What follows belongs to an exercise in optimizing a design on an open flow for small area; a production flow would make more cautious choices. Where RTL was checked, it was by simulation tests only, not by an equivalence proof against the original. Power is estimated from default activity; no workload was simulated.

== pepper ==
Design ptc_rx, start of the top module:
module ptc_rx (
    input  wire        clk,
    input  wire        rst,
    input  wire [4:0]  edge_stb,
    input  wire [31:0] ts,
    input  wire        ms_tick,
    input  wire        cmd_stb,
    input  wire [7:0]  cmd,
    input  wire [31:0] arg_a,
    output reg         res_stb,
    output reg         res,
    output wire [4:0]  msg_stb,
    output wire [31:0] msg_aur,
    output wire [31:0] msg_wt4,
    output wire [29:0] msg_liv,
    output wire [23:0] msg_kop,
    output wire [35:0] msg_quh
);
Size: roughly 3000 cells after synthesis, roughly 780 flip-flops.
==> module ptc_decoder, before the edit <==
module ptc_decoder #(
    parameter integer W        = 32,    
    parameter integer SHORT_LO = 350,
    parameter integer SHORT_HI = 650,
    parameter integer LONG_LO  = 1050,
    parameter integer LONG_HI  = 1950,
    parameter integer SYNC_LO  = 2800,
    parameter integer SYNC_HI  = 5200,
    parameter integer KIND     = 0,     
    parameter integer VLONG    = 0,     
    parameter integer HASPAR   = 0,     
    parameter integer HASCONST = 0,     
    parameter integer REARM    = 0,     
    parameter integer N        = 13,    
    parameter integer KW       = 5      
) (
    input  wire         clk,
    input  wire         rst,
    input  wire         ev_ts,
    input  wire         ev_arg,
    input  wire [31:0]  ts,
    input  wire [31:0]  arg,
    input  wire         do_enable,
    input  wire         do_disable,
    input  wire         do_init,
    input  wire [7:0]   init_mm1,      
    input  wire         do_cbret,
    output reg          msg_stb,
    output wire [W-1:0] msg,
    output wire         recv_next
);
    localparam integer KIND_PW2 = 0;
    localparam integer KIND_PP  = 1;
    localparam integer KIND_VAR = 2;
    reg          en;
    reg          insync;
    reg [KW-1:0] k;
    reg          ph;
    reg          first;
    wire [W-1:0] cand;
    reg          px;
    reg          pm;          
    wire [W-1:0] prev;
    reg  [7:0]   rep;
    reg  [7:0]   mm1;         
    reg          in_cb;
    wire [31:0]  lt;          
    wire        ev  = ev_ts | ev_arg;
    wire        act = ev & en;
    wire [31:0] xn;
    wire        c_short, c_long, in_sync;
    ptc_stamp u_stamp (
        .clk(clk), .ts(ts), .arg(arg),
        .s_ts(ev_ts & en & !rst), .s_arg(!ev_ts & ev_arg & en & !rst), .hold(!act & !rst),
        .xn(xn), .lt(lt)
    );
    ptc_class #(
        .N(N), .SHORT_LO(SHORT_LO), .SHORT_HI(SHORT_HI), .LONG_LO(LONG_LO),
        .LONG_HI(LONG_HI), .SYNC_LO(SYNC_LO), .SYNC_HI(SYNC_HI)
    ) u_class (
        .xn(xn), .lt(lt), .c_short(c_short), .c_long(c_long), .c_sync(in_sync)
    );
    reg sym_more, sym_bit, sym_b;
    always @* begin
        case (KIND)
            KIND_PW2: begin
                sym_more = !ph && c_short;
                sym_bit  = ph && (c_short || c_long);
                sym_b    = c_long;
            end
            KIND_PP: begin
                sym_more = !ph && (c_short || c_long);
                sym_bit  = ph && (first ? c_short : c_long);
                sym_b    = first;
            end
            default: begin  
                sym_more = !ph && c_short;
                sym_bit  = ph ? c_short : c_long;
                sym_b    = ph ? (VLONG == 0) : (VLONG != 0);
            end
        endcase
    end
    genvar gi;
    wire          k_clr = act && !insync;
    wire          k_inc = act && insync && sym_bit;
    wire [KW-1:0] k0 = k & {KW{!k_clr}};
    wire [KW:0]   kc;
    wire [KW-1:0] n_k;
    assign kc[0] = k_inc;
    generate
        for (gi = 0; gi < KW; gi = gi + 1) begin : g_k
            assign n_k[gi]  = k0[gi] ^ kc[gi];
            assign kc[gi+1] = k0[gi] & kc[gi];
        end
    endgenerate
    wire [W-1:0] sh_cand = {cand[W-2:0], sym_b};
    wire         bit_ok  = act && insync && sym_bit;
    wire         last    = (k == W - 1);
    wire         bad_cst = (HASCONST != 0) && (k == 8) && (sh_cand[2:0] != 3'b110);
    wire         valid   = bit_ok && last && ((HASPAR == 0) || !(px ^ sym_b));
    wire         bmatch = (sym_b == cand[W-1]);
    wire         match  = pm && bmatch;
    wire         hit   = match ? (rep == mm1) : (mm1 == 8'd0);
    wire         r_keep = !rst && !do_init && (!valid || (match && !hit));
    wire         r_inc  = !rst && !do_init && valid && !hit;
    wire [7:0]   r0     = rep & {8{r_keep}};
    wire [8:0]   rc;
    wire [7:0]   n_rep;
    assign rc[0] = r_inc;
    generate
        for (gi = 0; gi < 8; gi = gi + 1) begin : g_rep
            assign n_rep[gi] = r0[gi] ^ rc[gi];
            assign rc[gi+1]  = r0[gi] & rc[gi];
        end
    endgenerate
    wire         disp  = valid && hit && !in_cb;
    reg e_insync;
    always @* begin
        e_insync = insync;
        if (act) begin
            if (!insync)
                e_insync = in_sync;
            else if (sym_more)
                e_insync = 1'b1;
            else if (sym_bit)
                e_insync = !bad_cst && (!last || (valid && REARM != 0));
            else
                e_insync = 1'b0;
        end
    end
    wire e_in_cb  = in_cb || disp;
    wire n_in_cb  = e_in_cb && !do_cbret;
    wire n_insync = e_insync && !do_enable && !do_init && !(do_cbret && e_in_cb);
    assign recv_next = n_insync && (|n_k[KW-1:2]);
    always @(posedge clk) begin
        k   <= n_k;
        rep <= n_rep;
        if (act) begin
            ph    <= insync && sym_more;
            first <= c_long;
            if (!insync) begin
                px <= 1'b0;
                pm <= 1'b1;
            end else if (sym_bit) begin
                px <= !last && (px ^ sym_b);
                pm <= last || (pm && bmatch);
            end
        end
    end
    wire c_sh = act && insync && sym_bit;
    wire c_pl = act && !insync;
    ptc_cand #(.W(W)) u_cand (.clk(clk), .pl(c_pl), .sh(c_sh), .hold(!c_sh && !c_pl),
                              .p(prev), .b(sym_b), .q(cand));
    ptc_hold  #(.W(W)) u_prev (.clk(clk), .ld(valid), .hold(!valid), .d(sh_cand), .q(prev));
    ptc_hold  #(.W(W)) u_msg  (.clk(clk), .ld(disp && !rst), .hold(!disp && !rst),
                               .d(sh_cand), .q(msg));
    always @(posedge clk) begin
        if (rst) begin
            en      <= 1'b0;
            insync  <= 1'b0;
            in_cb   <= 1'b0;
            msg_stb <= 1'b0;
        end else begin
            insync  <= n_insync;
            in_cb   <= n_in_cb;
            msg_stb <= disp;
            if (do_enable || do_init)
                en <= 1'b1;
            else if (do_disable)
                en <= 1'b0;
        end
    end
    wire m_ld   = do_init && !rst;
    wire m_hold = !do_init && !rst;
    always @(posedge clk)
        mm1 <= (init_mm1 & {8{m_ld}}) | (mm1 & {8{m_hold}}) | {7'd0, rst};
endmodule
==> module ptc_stamp, before the edit <==
module ptc_stamp (
    input  wire        clk,
    input  wire [31:0] ts,
    input  wire [31:0] arg,
    input  wire        s_ts,
    input  wire        s_arg,
    input  wire        hold,
    output wire [31:0] xn,
    output reg  [31:0] lt
);
    assign xn = ~((ts & {32{s_ts}}) | (arg & {32{s_arg}}) | (lt & {32{hold}}));
    always @(posedge clk)
        lt <= ~xn;
endmodule
Settings: LEC_CHECK=0, CAP_MARGIN=20, CORE_MARGIN=2, CORE_UTILIZATION=45, CTS_CLUSTER_DIAMETER=90, CTS_CLUSTER_SIZE=25, PLACE_DENSITY=0.6, SLEW_MARGIN=20, SYNTH_HIERARCHICAL=1; clock period 12.0 ns.
standard.sh (not shown) runs the stock make flow with config.mk's settings and CLKGATE_MAP_FILE= SYNTH_SCRIPT=/design/flow/synth_recipe.tcl, a recipe that flattens the netlist after the stock synthesis.
==> flow/flow/run.sh <==
#!/bin/bash
# The standard layout (standard.sh, which logs each step under orfs/logs),
# with three changes: the smallest buffer on each port instead of the default
# port buffer; the synthesis buffers removed at floorplan so that
# repair_design buffers only what the placed design needs; and no dummy loads
# in the clock tree.
set -euo pipefail
export BUFFER_PORTS_ARGS="-buffer_cell sky130_fd_sc_hd__buf_1"
export REMOVE_ABC_BUFFERS=1
export CTS_ARGS="-sink_clustering_enable -repair_clock_nets -sink_clustering_size 25 -sink_clustering_max_diameter 90 -dont_use_dummy_load"
bash standard.sh > flow_make.log 2>&1
pepper completed; timing, DRC and antenna clean
Changes in maple relative to pepper:
diff --git a/flow/design.v b/flow/design.v
--- a/flow/design.v
+++ b/flow/design.v
@@ -47,13 +47,14 @@
     wire [31:0]  lt;          
     wire        ev  = ev_ts | ev_arg;
     wire        act = ev & en;
     wire [31:0] xn;
     wire        c_short, c_long, in_sync;
+    wire        st_ld = act | rst;
     ptc_stamp u_stamp (
         .clk(clk), .ts(ts), .arg(arg),
-        .s_ts(ev_ts & en & !rst), .s_arg(!ev_ts & ev_arg & en & !rst), .hold(!act & !rst),
+        .s_ts(ev_ts & !rst), .s_arg(!ev_ts & !rst), .ldn(!st_ld), .hold(!st_ld),
         .xn(xn), .lt(lt)
     );
     ptc_class #(
         .N(N), .SHORT_LO(SHORT_LO), .SHORT_HI(SHORT_HI), .LONG_LO(LONG_LO),
         .LONG_HI(LONG_HI), .SYNC_LO(SYNC_LO), .SYNC_HI(SYNC_HI)
@@ -156,40 +157,40 @@
                                .d(sh_cand), .q(msg));
     always @(posedge clk) begin
         if (rst) begin
             en      <= 1'b0;
             insync  <= 1'b0;
+            mm1     <= 8'd1;
             in_cb   <= 1'b0;
             msg_stb <= 1'b0;
         end else begin
             insync  <= n_insync;
             in_cb   <= n_in_cb;
             msg_stb <= disp;
             if (do_enable || do_init)
                 en <= 1'b1;
             else if (do_disable)
                 en <= 1'b0;
+            if (do_init)
+                mm1 <= init_mm1;
         end
     end
-    wire m_ld   = do_init && !rst;
-    wire m_hold = !do_init && !rst;
-    always @(posedge clk)
-        mm1 <= (init_mm1 & {8{m_ld}}) | (mm1 & {8{m_hold}}) | {7'd0, rst};
 endmodule
 module ptc_stamp (
     input  wire        clk,
     input  wire [31:0] ts,
     input  wire [31:0] arg,
     input  wire        s_ts,
     input  wire        s_arg,
-    input  wire        hold,
+    input  wire        ldn,       
+    input  wire        hold,      
     output wire [31:0] xn,
     output reg  [31:0] lt
 );
-    assign xn = ~((ts & {32{s_ts}}) | (arg & {32{s_arg}}) | (lt & {32{hold}}));
+    assign xn = ~((ts & {32{s_ts}}) | (arg & {32{s_arg}}));
     always @(posedge clk)
-        lt <= ~xn;
+        lt <= (~xn & ~{32{ldn}}) | (lt & {32{hold}});
 endmodule
 module ptc_class #(
     parameter integer N        = 13,
     parameter integer SHORT_LO = 350,
     parameter integer SHORT_HI = 650,
- The design internal power in maple was higher than what pepper gave.
- Compared with pepper, number of global-route vias before repair in maple decreased by a few percent.
- In maple, the final worst slack came out 200 ps above the value in pepper.
- [compare] base=pepper new=maple: number of gates on the worst path with buffers counted lower; worst hold slack lower; minimum clock period after layout lower; design area lower.
No functional check of the RTL was part of maple.

* * *

ptc_rx, a different RTL version from the one above (not shown whole).
For scale: about 3200 cells after synthesis, about 240 I/O pins.
==> module ptc_decoder, before the edit <==
module ptc_decoder #(
    parameter integer W        = 32,    
    parameter integer SHORT_LO = 350,
    parameter integer SHORT_HI = 650,
    parameter integer LONG_LO  = 1050,
    parameter integer LONG_HI  = 1950,
    parameter integer SYNC_LO  = 2800,
    parameter integer SYNC_HI  = 5200,
    parameter integer KIND     = 0,     
    parameter integer VLONG    = 0,     
    parameter integer HASPAR   = 0,     
    parameter integer HASCONST = 0,     
    parameter integer REARM    = 0,     
    parameter integer N        = 13,    
    parameter integer KW       = 5      
) (
    input  wire         clk,
    input  wire         rst,
    input  wire         ev_ts,
    input  wire         ev_arg,
    input  wire [31:0]  ts,
    input  wire [31:0]  arg,
    input  wire         do_enable,
    input  wire         do_disable,
    input  wire         do_init,
    input  wire [7:0]   init_mm1,      
    input  wire         do_cbret,
    output reg          msg_stb,
    output wire [W-1:0] msg,
    output wire         recv_next
);
    localparam integer KIND_PW2 = 0;
    localparam integer KIND_PP  = 1;
    localparam integer KIND_VAR = 2;
    reg          en;
    reg          insync;
    reg [KW-1:0] k;
    reg          ph;
    reg          first;
    wire [W-1:0] cand;
    reg          px;
    reg          pm;          
    wire [W-1:0] prev;
    reg  [7:0]   rep;
    reg  [7:0]   mm1;         
    reg          in_cb;
    wire [31:0]  lt;          
    wire        ev  = ev_ts | ev_arg;
    wire        act = ev & en;
    wire [31:0] xn;
    wire        c_short, c_long, in_sync;
    wire        st_ld = act | rst;
    ptc_stamp u_stamp (
        .clk(clk), .ts(ts), .arg(arg),
        .s_ts(ev_ts & !rst), .s_arg(!ev_ts & !rst), .ldn(!st_ld), .hold(!st_ld),
        .xn(xn), .lt(lt)
    );
    ptc_class #(
        .N(N), .SHORT_LO(SHORT_LO), .SHORT_HI(SHORT_HI), .LONG_LO(LONG_LO),
        .LONG_HI(LONG_HI), .SYNC_LO(SYNC_LO), .SYNC_HI(SYNC_HI)
    ) u_class (
        .xn(xn), .lt(lt), .c_short(c_short), .c_long(c_long), .c_sync(in_sync)
    );
    reg sym_more, sym_bit, sym_b;
    always @* begin
        case (KIND)
            KIND_PW2: begin
                sym_more = !ph && c_short;
                sym_bit  = ph && (c_short || c_long);
                sym_b    = c_long;
            end
            KIND_PP: begin
                sym_more = !ph && (c_short || c_long);
                sym_bit  = ph && (first ? c_short : c_long);
                sym_b    = first;
            end
            default: begin  
                sym_more = !ph && c_short;
                sym_bit  = ph ? c_short : c_long;
                sym_b    = ph ? (VLONG == 0) : (VLONG != 0);
            end
        endcase
    end
    genvar gi;
    wire          k_clr = act && !insync;
    wire          k_inc = act && insync && sym_bit;
    wire [KW-1:0] k0 = k & {KW{!k_clr}};
    wire [KW:0]   kc;
    wire [KW-1:0] n_k;
    assign kc[0] = k_inc;
    generate
        for (gi = 0; gi < KW; gi = gi + 1) begin : g_k
            assign n_k[gi]  = k0[gi] ^ kc[gi];
            assign kc[gi+1] = k0[gi] & kc[gi];
        end
    endgenerate
    wire [W-1:0] sh_cand = {cand[W-2:0], sym_b};
    wire         bit_ok  = act && insync && sym_bit;
    wire         last    = (k == W - 1);
    wire         bad_cst = (HASCONST != 0) && (k == 8) && (sh_cand[2:0] != 3'b110);
    wire         valid   = bit_ok && last && ((HASPAR == 0) || !(px ^ sym_b));
    wire         bmatch = (sym_b == cand[W-1]);
    wire         match  = pm && bmatch;
    wire         hit   = match ? (rep == mm1) : (mm1 == 8'd0);
    wire         r_keep = !rst && !do_init && (!valid || (match && !hit));
    wire         r_inc  = !rst && !do_init && valid && !hit;
    wire [7:0]   r0     = rep & {8{r_keep}};
    wire [8:0]   rc;
    wire [7:0]   n_rep;
    assign rc[0] = r_inc;
    generate
        for (gi = 0; gi < 8; gi = gi + 1) begin : g_rep
            assign n_rep[gi] = r0[gi] ^ rc[gi];
            assign rc[gi+1]  = r0[gi] & rc[gi];
        end
    endgenerate
    wire         disp  = valid && hit && !in_cb;
    reg e_insync;
    always @* begin
        e_insync = insync;
        if (act) begin
            if (!insync)
                e_insync = in_sync;
            else if (sym_more)
                e_insync = 1'b1;
            else if (sym_bit)
                e_insync = !bad_cst && (!last || (valid && REARM != 0));
            else
                e_insync = 1'b0;
        end
    end
    wire e_in_cb  = in_cb || disp;
    wire n_in_cb  = e_in_cb && !do_cbret;
    wire n_insync = e_insync && !do_enable && !do_init && !(do_cbret && e_in_cb);
    assign recv_next = n_insync && (|n_k[KW-1:2]);
    always @(posedge clk) begin
        k   <= n_k;
        rep <= n_rep;
        if (act) begin
            ph    <= insync && sym_more;
            first <= c_long;
            if (!insync) begin
                px <= 1'b0;
                pm <= 1'b1;
            end else if (sym_bit) begin
                px <= !last && (px ^ sym_b);
                pm <= last || (pm && bmatch);
            end
        end
    end
    wire c_sh = act && insync && sym_bit;
    wire c_pl = act && !insync;
    ptc_cand #(.W(W)) u_cand (.clk(clk), .pl(c_pl), .sh(c_sh), .hold(!c_sh && !c_pl),
                              .p(prev), .b(sym_b), .q(cand));
    ptc_hold  #(.W(W)) u_prev (.clk(clk), .ld(valid), .hold(!valid), .d(sh_cand), .q(prev));
    ptc_hold  #(.W(W)) u_msg  (.clk(clk), .ld(disp && !rst), .hold(!disp && !rst),
                               .d(sh_cand), .q(msg));
    always @(posedge clk) begin
        if (rst) begin
            en      <= 1'b0;
            insync  <= 1'b0;
            in_cb   <= 1'b0;
            msg_stb <= 1'b0;
        end else begin
            insync  <= n_insync;
            in_cb   <= n_in_cb;
            msg_stb <= disp;
            if (do_enable || do_init)
                en <= 1'b1;
            else if (do_disable)
                en <= 1'b0;
        end
    end
    wire m_ld   = do_init && !rst;
    wire m_hold = !do_init && !rst;
    always @(posedge clk)
        mm1 <= (init_mm1 & {8{m_ld}}) | (mm1 & {8{m_hold}}) | {7'd0, rst};
endmodule
clock: 12.0 ns
lec_check: 0
cap_margin: 20
core_margin: 2
core_utilization: 45
cts_cluster_diameter: 90
cts_cluster_size: 25
place_density: 0.6
slew_margin: 20
synth_hierarchical: 1
Scripts as last shown in full above: flow/flow/run.sh
==> next run, changes <==
--- a/flow/design.v
+++ b/flow/design.v
@@ -131,9 +131,13 @@
     end
     wire e_in_cb  = in_cb || disp;
     wire n_in_cb  = e_in_cb && !do_cbret;
     wire n_insync = e_insync && !do_enable && !do_init && !(do_cbret && e_in_cb);
-    assign recv_next = n_insync && (|n_k[KW-1:2]);
+    wire k_ge4  = |k[KW-1:2];
+    wire k_eq3  = !(|k[KW-1:2]) && k[1] && k[0];
+    wire k_ones = &k;
+    assign recv_next = n_insync && !k_clr &&
+                       ((k_ge4 && !(k_inc && k_ones)) || (k_inc && k_eq3));
     always @(posedge clk) begin
         k   <= n_k;
         rep <= n_rep;
         if (act) begin
Effect: The new run ran to the end with no violations; non-clock buffer count is higher by 5; sequential cell count stays the same; cell area is higher by 0.44%; core utilization is higher by 0.13 points; via count is higher by 1.6%; clock power hardly moves; critical path depth is higher by 2; die area is higher by 0.52%; fmax is higher by 4.0%.

what the ideal ports hide:
The flow's constraints put no driver on any port. The routed layouts listed below were extracted and timed again, unchanged, in two steps.
Step 1, drivers: a clkbuf_16 drives clk and a buf_2 each remaining input, both assumed.
Step 2, shift: input delay + t, output delay - t, t = (earliest + latest rising clock arrival at the registers) / 2. This alone moves slack from input paths to output paths.
Slacks: ideal / step 1 / step 2; pairs: ideal / step 1.
run | t, ns | setup slack, ns | worst data-port slew with drivers (ns) | pins driven straight from the clock port
pepper | 0.647 | 0.390 / 0.434 / -0.213 | 0.12 | 1
maple | 0.644 | 0.588 / 0.561 / -0.083 | 0.15 | 1
the first run of note 2 | 0.642 | 0.501 / 0.461 / -0.181 | 0.14 | 1
the second run of note 2 | 0.643 | 0.945 / 0.939 / 0.297 | 0.13 | 1
With both steps, setup timing fails in pepper, maple and the first run of note 2, where it was met with ideal ports. For the first run of note 2, which loses most, drivers alone change the setup slack by -0.040 ns; drivers and shift together by -0.682 ns.
